Source: an optimization exercise on an open RTL-to-GDS flow (aim: small area, a short achievable clock period and few clock cycles). Production flows keep margins and buffers that such runs may drop. Where RTL was checked, it was by simulation tests only, not by an equivalence proof against the original. Power is estimated from default activity; no workload was simulated.

==> flow/design.v <==
module psiframe_crc8 (
  input  wire [31:0] crc_in,
  input  wire [7:0]  data,
  output reg  [31:0] crc_out
);
  integer i;
  reg fb;
  always @(*) begin
    crc_out = crc_in;
    for (i = 7; i >= 0; i = i - 1) begin
      fb      = crc_out[31] ^ data[i];
      crc_out = {crc_out[30:0], 1'b0};
      if (fb)
        crc_out = crc_out ^ 32'h04C11DB7;
    end
  end
endmodule
module psiframe (
  input  wire        clk,
  input  wire        rst,         
  input  wire        cmd_valid,
  input  wire [63:0] cmd,
  output wire        cmd_ready,
  output wire        ev_valid,
  output wire [9:0]  ev,
  input  wire        ev_ready,
  output wire        idle,
  output wire [63:0] st
);
  localparam [1:0] M_IDLE = 2'd0, M_SEC = 2'd1, M_FAULT = 2'd3;
  localparam [2:0] F_SIZE = 3'd1, F_FIELD = 3'd2, F_SEQ = 3'd3, F_OPCODE = 3'd6;
  reg [1:0]  mode;
  reg [2:0]  fault;
  reg        legacy;
  reg [7:1]  accl;       
  reg [2:0]  nbits;
  reg [31:0] crc;
  reg [9:0]  seclen;
  reg        rdy;        
  reg        pc_v;
  reg        pc_me;      
  reg        pc_badop;   
  reg        pc_rsv;     
  reg        pc_abort;
  reg        pc_cfg;
  reg        pc_begin;
  reg        pc_sinkr;   
  reg        pc_putb;    
  reg        pc_nbad;    
  reg        pc_endc;
  reg        pc_endn;
  reg        pc_align;
  reg [4:0]  pc_nh;      
  reg [2:0]  pc_nl;      
  reg [3:0]  pc_lo;      
  reg [31:0] pc_d;
  reg        q_e;        
  reg [31:0] q_d;        
  reg [2:0]  q_cnt;      
  reg        q_crc;      
  reg        q_mk;       
  reg        q_ab;       
  reg        o_v;
  reg  [7:0] o_d;
  reg        o_m;        
  reg        o_body;     
  wire [7:0] op = cmd[63:56];
  wire rs_hi  = |cmd[55:38];
  wire rs_mid = |cmd[37:1];
  wire rs_lo  = cmd[0];
  wire rs_all = rs_hi | rs_mid | rs_lo;
  wire [5:0] n = cmd[37:32];
  wire op_nop   = op == 8'h00;
  wire op_abort = op == 8'h01;
  wire op_cfg   = op == 8'h02;
  wire op_begin = op == 8'h10;
  wire op_putb  = op == 8'h11;
  wire op_put1  = op == 8'h12;
  wire op_align = op == 8'h13;
  wire op_endc  = op == 8'h14;
  wire op_endn  = op == 8'h15;
  wire known = op_nop | op_abort | op_cfg | op_begin | op_putb | op_put1 |
               op_align | op_endc | op_endn;
  wire rsv   = (op_putb) ? rs_hi :
               (op_cfg | op_put1) ? (rs_hi | rs_mid) : rs_all;
  wire op_sink = op_putb | op_put1 | op_align;
  wire [4:0] nh_in = op_align ? 5'b00001 : op_endc ? 5'b10000 :
                     {n[5:3] == 3'd4, n[5:3] == 3'd3, n[5:3] == 3'd2,
                      n[5:3] == 3'd1, n[5:3] == 3'd0};
  wire [2:0] nl_in = op_align ? 3'd7 : op_endc ? 3'd0 : {n[2:1], n[0] | op_put1};
  assign ev_valid = o_v;
  assign ev       = {o_m, 1'b0, o_d};
  wire beat    = o_v & ev_ready;
  wire or_free = !o_v | ev_ready;
  wire [31:0] crc_next;
  psiframe_crc8 u_crc (.crc_in(crc), .data(o_d), .crc_out(crc_next));
  wire q_bytes = q_cnt != 3'd0;
  reg  [7:0] q_dbyte, q_cbyte;
  always @(*) begin
    case (q_cnt[1:0])
      2'd1:    begin q_dbyte = q_d[7:0];   q_cbyte = crc[7:0];   end
      2'd2:    begin q_dbyte = q_d[15:8];  q_cbyte = crc[15:8];  end
      2'd3:    begin q_dbyte = q_d[23:16]; q_cbyte = crc[23:16]; end
      default: begin q_dbyte = q_d[31:24]; q_cbyte = crc[31:24]; end
    endcase
  end
  wire [7:0] q_byte = q_crc ? q_cbyte : q_dbyte;
  wire guard  = q_bytes & q_crc & o_v & o_body;
  wire xfer   = or_free & !q_e & !guard;
  wire q_last = q_bytes ? (q_cnt == 3'd1 && !q_mk) : 1'b1;
  wire in_idle  = mode == M_IDLE;
  wire in_sec   = mode == M_SEC;
  wire in_fault = mode == M_FAULT;
  wire nb0      = nbits == 3'd0;
  wire pc_bad   = pc_badop | pc_rsv;
  wire       c   = pc_lo[3];
  wire [2:0] r   = pc_lo[2:0];
  wire [4:0] kh  = c ? {pc_nh[3:0], 1'b0} : pc_nh;
  wire       kz  = kh[0];
  wire [2:0] k   = {kh[4], kh[3] | kh[2], kh[3] | kh[1]};
  reg v_big;
  integer i;
  always @(*) begin
    v_big = 1'b0;
    for (i = 0; i < 32; i = i + 1)
      if (pc_d[i] && {pc_nh[4], pc_nh[3] | pc_nh[2], pc_nh[3] | pc_nh[1], pc_nl} <= i)
        v_big = 1'b1;
  end
  wire putx = pc_putb & (pc_nbad | v_big);
  wire sink = pc_sinkr & !putx;
  wire [3:0] fit;
  assign fit[0] = legacy ? (seclen <= 10'd182) : (seclen <= 10'd1020);
  assign fit[1] = legacy ? (seclen <= 10'd181) : (seclen <= 10'd1019);
  assign fit[2] = legacy ? (seclen <= 10'd180) : (seclen <= 10'd1018);
  assign fit[3] = legacy ? (seclen <= 10'd179) : (seclen <= 10'd1017);
  wire size_ok = kh[0] | (kh[1] & fit[0]) | (kh[2] & fit[1]) |
                 (kh[3] & fit[2]) | (kh[4] & fit[3]);
  assign cmd_ready = rdy;
  wire consume  = pc_v & (q_e | !pc_me);
  wire ab_go    = pc_v & q_e & pc_abort;                 
  wire ab_emit  = ab_go & !in_idle;
  wire cfg_go   = pc_v & pc_cfg & in_idle;
  wire begin_go = pc_v & q_e & pc_begin & in_idle;
  wire sink_go  = pc_v & sink & in_sec & size_ok & (kz | q_e);
  wire emit_go  = sink_go & !kz;
  wire endc_go  = pc_v & q_e & pc_endc & in_sec & nb0 & size_ok;
  wire endn_go  = pc_v & q_e & pc_endn & in_sec & nb0;
  wire need_idle = pc_cfg | pc_begin;
  wire need_sec  = pc_sinkr | pc_endc | pc_endn;
  wire seq_bad   = (need_idle & !in_idle) | (need_sec & !in_sec);
  wire end_bad   = (pc_endc | pc_endn) & !nb0;
  wire faulty    = pc_bad | seq_bad | putx | end_bad |
                   ((pc_sinkr | pc_endc) & !size_ok);
  wire fault_go  = consume & !in_fault & faulty;
  reg [2:0] fcode;
  always @(*) begin
    if (pc_bad)         fcode = pc_badop ? F_OPCODE : F_FIELD;
    else if (seq_bad)   fcode = F_SEQ;
    else if (putx)      fcode = F_FIELD;
    else if (end_bad)   fcode = F_SEQ;
    else                fcode = F_SIZE;
  end
  wire [39:0] t = {pc_d, 8'd0} >> r;
  wire [7:0] acc8 = {accl, 1'b0};
  reg  [31:0] pk;
  always @(*) begin
    pk = t[39:8];
    pk[7:0]   = pk[7:0]   | (kh[1] ? acc8 : 8'd0);
    pk[15:8]  = pk[15:8]  | (kh[2] ? acc8 : 8'd0);
    pk[23:16] = pk[23:16] | (kh[3] ? acc8 : 8'd0);
    pk[31:24] = pk[31:24] | (kh[4] ? acc8 : 8'd0);
  end
  wire [7:0] first = ({8{kh[1]}} & pk[7:0])   | ({8{kh[2]}} & pk[15:8]) |
                     ({8{kh[3]}} & pk[23:16]) | ({8{kh[4]}} & pk[31:24]);
  wire [9:0] len = seclen + {7'd0, k};
  wire clr = ab_go | begin_go;       
  wire push = (emit_go & !(or_free & kh[1])) | endc_go | endn_go | ab_emit;
  wire q_e_next = q_e ? !push : (xfer & q_last);
  wire [2:0] nbits_next = clr ? 3'd0 : sink_go ? (pc_align ? 3'd0 : r) : nbits;
  wire [2:0] nbits_pred = !pc_v ? nbits :
                          pc_sinkr ? (pc_align ? 3'd0 : r) :
                          (pc_begin | pc_abort) ? 3'd0 : nbits;
  wire [3:0] lo_in = {1'b0, nbits_pred} + {1'b0, nl_in};
  wire [3:0] lo_b  = {1'b0, nbits_pred} + {1'b0, n[2:0]};
  wire me_in = op_abort | op_begin | op_endc | op_endn |
               (op_putb & ((n[5:3] != 3'd0) | lo_b[3])) |
               (op_put1 & (nbits_pred == 3'd7)) |
               (op_align & (nbits_pred != 3'd0));
  wire take = cmd_valid & rdy;
  wire pc_v_next  = rdy ? cmd_valid : pc_v;
  wire pc_me_next = take ? me_in : pc_me;
  always @(posedge clk) begin
    if (take) begin
      pc_badop <= !known;
      pc_rsv   <= known & rsv;
      pc_abort <= op_abort & !rs_all;
      pc_cfg   <= op_cfg & !rsv;
      pc_begin <= op_begin & !rsv;
      pc_sinkr <= op_sink & !rsv;
      pc_putb  <= op_putb;
      pc_nbad  <= (n == 6'd0) || (n > 6'd32);
      pc_endc  <= op_endc & !rsv;
      pc_endn  <= op_endn & !rsv;
      pc_align <= op_align;
      pc_nh    <= nh_in;
      pc_nl    <= nl_in;
      pc_lo    <= lo_in;
      pc_d     <= cmd[31:0];
    end
    if (q_e)
      q_d <= pk;
    if (or_free) begin
      o_d    <= q_e ? first : (q_bytes ? q_byte : {6'd0, q_ab, q_ab});
      o_m    <= !q_e & !q_bytes;
      o_body <= q_e | (q_bytes & !q_crc);
    end else if (ab_go)
      o_body <= 1'b0;
    if (rst) begin
      rdy    <= 1'b1;
      pc_v   <= 1'b0;
      pc_me  <= 1'b0;
      mode   <= M_IDLE;
      fault  <= 3'd0;
      legacy <= 1'b0;
      accl   <= 7'd0;
      nbits  <= 3'd0;
      crc    <= 32'hFFFFFFFF;
      seclen <= 10'd0;
      q_e    <= 1'b1;
      q_cnt  <= 3'd0;
      q_mk   <= 1'b0;
      o_v    <= 1'b0;
    end else begin
      pc_v  <= pc_v_next;
      pc_me <= pc_me_next;
      rdy   <= !pc_v_next | q_e_next | !pc_me_next;
      q_e   <= q_e_next;
      if (or_free)
        o_v <= q_e ? emit_go : !guard;
      if (clr)
        crc <= 32'hFFFFFFFF;
      else if (beat & o_body)
        crc <= crc_next;
      if (ab_go | endc_go | endn_go | fault_go)
        mode <= ab_go ? M_IDLE : endc_go ? M_IDLE : endn_go ? M_IDLE : M_FAULT;
      else if (begin_go)
        mode <= M_SEC;
      if (ab_go)
        fault <= 3'd0;
      else if (fault_go)
        fault <= fcode;
      if (cfg_go)
        legacy <= pc_d[0];
      nbits <= nbits_next;
      if (clr) begin
        accl   <= 7'd0;
        seclen <= 10'd0;
      end else begin
        if (sink_go)
          accl   <= t[7:1] | (kz ? accl : 7'd0);
        if (sink_go | endc_go)
          seclen <= len;
      end
      if (xfer) begin
        if (q_bytes)
          q_cnt <= q_cnt - 3'd1;
        else
          q_mk  <= 1'b0;
      end
      if (emit_go) begin
        q_cnt <= or_free ? k - 3'd1 : k;
        q_crc <= 1'b0;
        q_mk  <= 1'b0;
      end
      if (endc_go) begin
        q_cnt <= 3'd4;
        q_crc <= 1'b1;
        q_mk  <= 1'b1;
        q_ab  <= 1'b0;
      end
      if (endn_go) begin
        q_mk  <= 1'b1;
        q_ab  <= 1'b0;
      end
      if (ab_emit) begin
        q_cnt <= 3'd0;
        q_mk  <= 1'b1;
        q_ab  <= 1'b1;
      end
    end
  end
  assign idle = !pc_v & q_e & !o_v;
  assign st = {crc, 1'b0, 8'd0, 2'b00, seclen, nbits, 1'b0, legacy, 1'b0, fault, mode};
endmodule
Settings: LEC_CHECK=0, CAP_MARGIN=20, CORE_MARGIN=2, CORE_UTILIZATION=60, SETUP_SLACK_MARGIN=5, SLEW_MARGIN=20; clock period 10.0 ns.
standard.sh (not shown) runs the stock make flow with config.mk's settings and CLKGATE_MAP_FILE= SYNTH_SCRIPT=/design/flow/synth_recipe.tcl, a recipe that flattens the netlist after the stock synthesis.
==> flow/flow/run.sh <==
#!/bin/bash
set -euo pipefail
bash standard.sh SETUP_SLACK_MARGIN=6.3 finish > flow_make.log 2>&1
==> next run, changes <==
--- a/flow/design.v
+++ b/flow/design.v
@@ -33,13 +33,12 @@
   reg [2:0]  fault;
   reg        legacy;
   reg [7:1]  accl;       
   reg [2:0]  nbits;
   reg [31:0] crc;
   reg [9:0]  seclen;
-  reg        rdy;        
   reg        pc_v;
   reg        pc_me;      
   reg        pc_badop;   
   reg        pc_rsv;     
   reg        pc_abort;
   reg        pc_cfg;
@@ -132,13 +131,13 @@
   assign fit[0] = legacy ? (seclen <= 10'd182) : (seclen <= 10'd1020);
   assign fit[1] = legacy ? (seclen <= 10'd181) : (seclen <= 10'd1019);
   assign fit[2] = legacy ? (seclen <= 10'd180) : (seclen <= 10'd1018);
   assign fit[3] = legacy ? (seclen <= 10'd179) : (seclen <= 10'd1017);
   wire size_ok = kh[0] | (kh[1] & fit[0]) | (kh[2] & fit[1]) |
                  (kh[3] & fit[2]) | (kh[4] & fit[3]);
-  assign cmd_ready = rdy;
+  assign cmd_ready = !pc_v | q_e | !pc_me;
   wire consume  = pc_v & (q_e | !pc_me);
   wire ab_go    = pc_v & q_e & pc_abort;                 
   wire ab_emit  = ab_go & !in_idle;
   wire cfg_go   = pc_v & pc_cfg & in_idle;
   wire begin_go = pc_v & q_e & pc_begin & in_idle;
   wire sink_go  = pc_v & sink & in_sec & size_ok & (kz | q_e);
@@ -179,18 +178,17 @@
   wire [2:0] nbits_next = clr ? 3'd0 : sink_go ? (pc_align ? 3'd0 : r) : nbits;
   wire [2:0] nbits_pred = !pc_v ? nbits :
                           pc_sinkr ? (pc_align ? 3'd0 : r) :
                           (pc_begin | pc_abort) ? 3'd0 : nbits;
   wire [3:0] lo_in = {1'b0, nbits_pred} + {1'b0, nl_in};
   wire [3:0] lo_b  = {1'b0, nbits_pred} + {1'b0, n[2:0]};
-  wire me_in = op_abort | op_begin | op_endc | op_endn |
-               (op_putb & ((n[5:3] != 3'd0) | lo_b[3])) |
-               (op_put1 & (nbits_pred == 3'd7)) |
-               (op_align & (nbits_pred != 3'd0));
-  wire take = cmd_valid & rdy;
-  wire pc_v_next  = rdy ? cmd_valid : pc_v;
+  wire me_in = !((op_putb & (n[5:3] == 3'd0) & !lo_b[3]) |
+                 (op_put1 & (nbits_pred != 3'd7)) |
+                 (op_align & (nbits_pred == 3'd0)));
+  wire take = cmd_valid & cmd_ready;
+  wire pc_v_next  = cmd_ready ? cmd_valid : pc_v;
   wire pc_me_next = take ? me_in : pc_me;
   always @(posedge clk) begin
     if (take) begin
       pc_badop <= !known;
       pc_rsv   <= known & rsv;
       pc_abort <= op_abort & !rs_all;
@@ -213,13 +211,12 @@
       o_d    <= q_e ? first : (q_bytes ? q_byte : {6'd0, q_ab, q_ab});
       o_m    <= !q_e & !q_bytes;
       o_body <= q_e | (q_bytes & !q_crc);
     end else if (ab_go)
       o_body <= 1'b0;
     if (rst) begin
-      rdy    <= 1'b1;
       pc_v   <= 1'b0;
       pc_me  <= 1'b0;
       mode   <= M_IDLE;
       fault  <= 3'd0;
       legacy <= 1'b0;
       accl   <= 7'd0;
@@ -230,13 +227,12 @@
       q_cnt  <= 3'd0;
       q_mk   <= 1'b0;
       o_v    <= 1'b0;
     end else begin
       pc_v  <= pc_v_next;
       pc_me <= pc_me_next;
-      rdy   <= !pc_v_next | q_e_next | !pc_me_next;
       q_e   <= q_e_next;
       if (or_free)
         o_v <= q_e ? emit_go : !guard;
       if (clr)
         crc <= 32'hFFFFFFFF;
       else if (beat & o_body)
Outcome: Total power climbs by 13%; setup slack got worse by 0.0072 ns; area after synthesis drops by 0.52%; critical path depth stays the same; count of clock-buffer cells in the layout climbs by 6; register-to-register slack got worse by 0.12 ns; final cell count drops by 0.87%; via count climbs by 1.1%; sequential power climbs by 4.6%.
Testbench counts after the change, summed over its fixed seeds: cycles 110,582.
For the first run of this note, only the layout was checked, not whether the RTL still works.

separate check: timing with driven ports:
No port has a modelled driver above. Below, the same layouts with a new extraction and two added sets of constraints. Step 1 (the two cells are an assumption about what drives the block):
set clk [get_ports {clk}]
set_driving_cell -lib_cell sky130_fd_sc_hd__clkbuf_16 $clk
set_driving_cell -lib_cell sky130_fd_sc_hd__buf_2 [delete_from_list [all_inputs] $clk]
Step 2 also shifts input and output timing later by t, the mid clock arrival at the registers, as if the neighbouring blocks saw the same clock. Three values: ideal ports, drivers, drivers and shift; two values: the first two.
| run | shift t [ns] | slack for setup (ns) | worst hold slack (ns) | worst register clock-pin slew, ns | worst slew at a driven data input, ns |
|---|---|---|---|---|---|
| the first run | 0.484 | 6.336 / 6.364 / 5.880 | 0.458 / 0.458 / 0.458 | 0.07 / 0.07 | 0.04 |
| the second run | 0.468 | 6.329 / 6.323 / 5.876 | 0.488 / 0.488 / 0.488 | 0.07 / 0.07 | 0.04 |
After both steps every run listed still meets setup and hold. The setup slack of the first run, which loses most, moves by +0.028 ns with the drivers and by -0.456 ns with both steps.
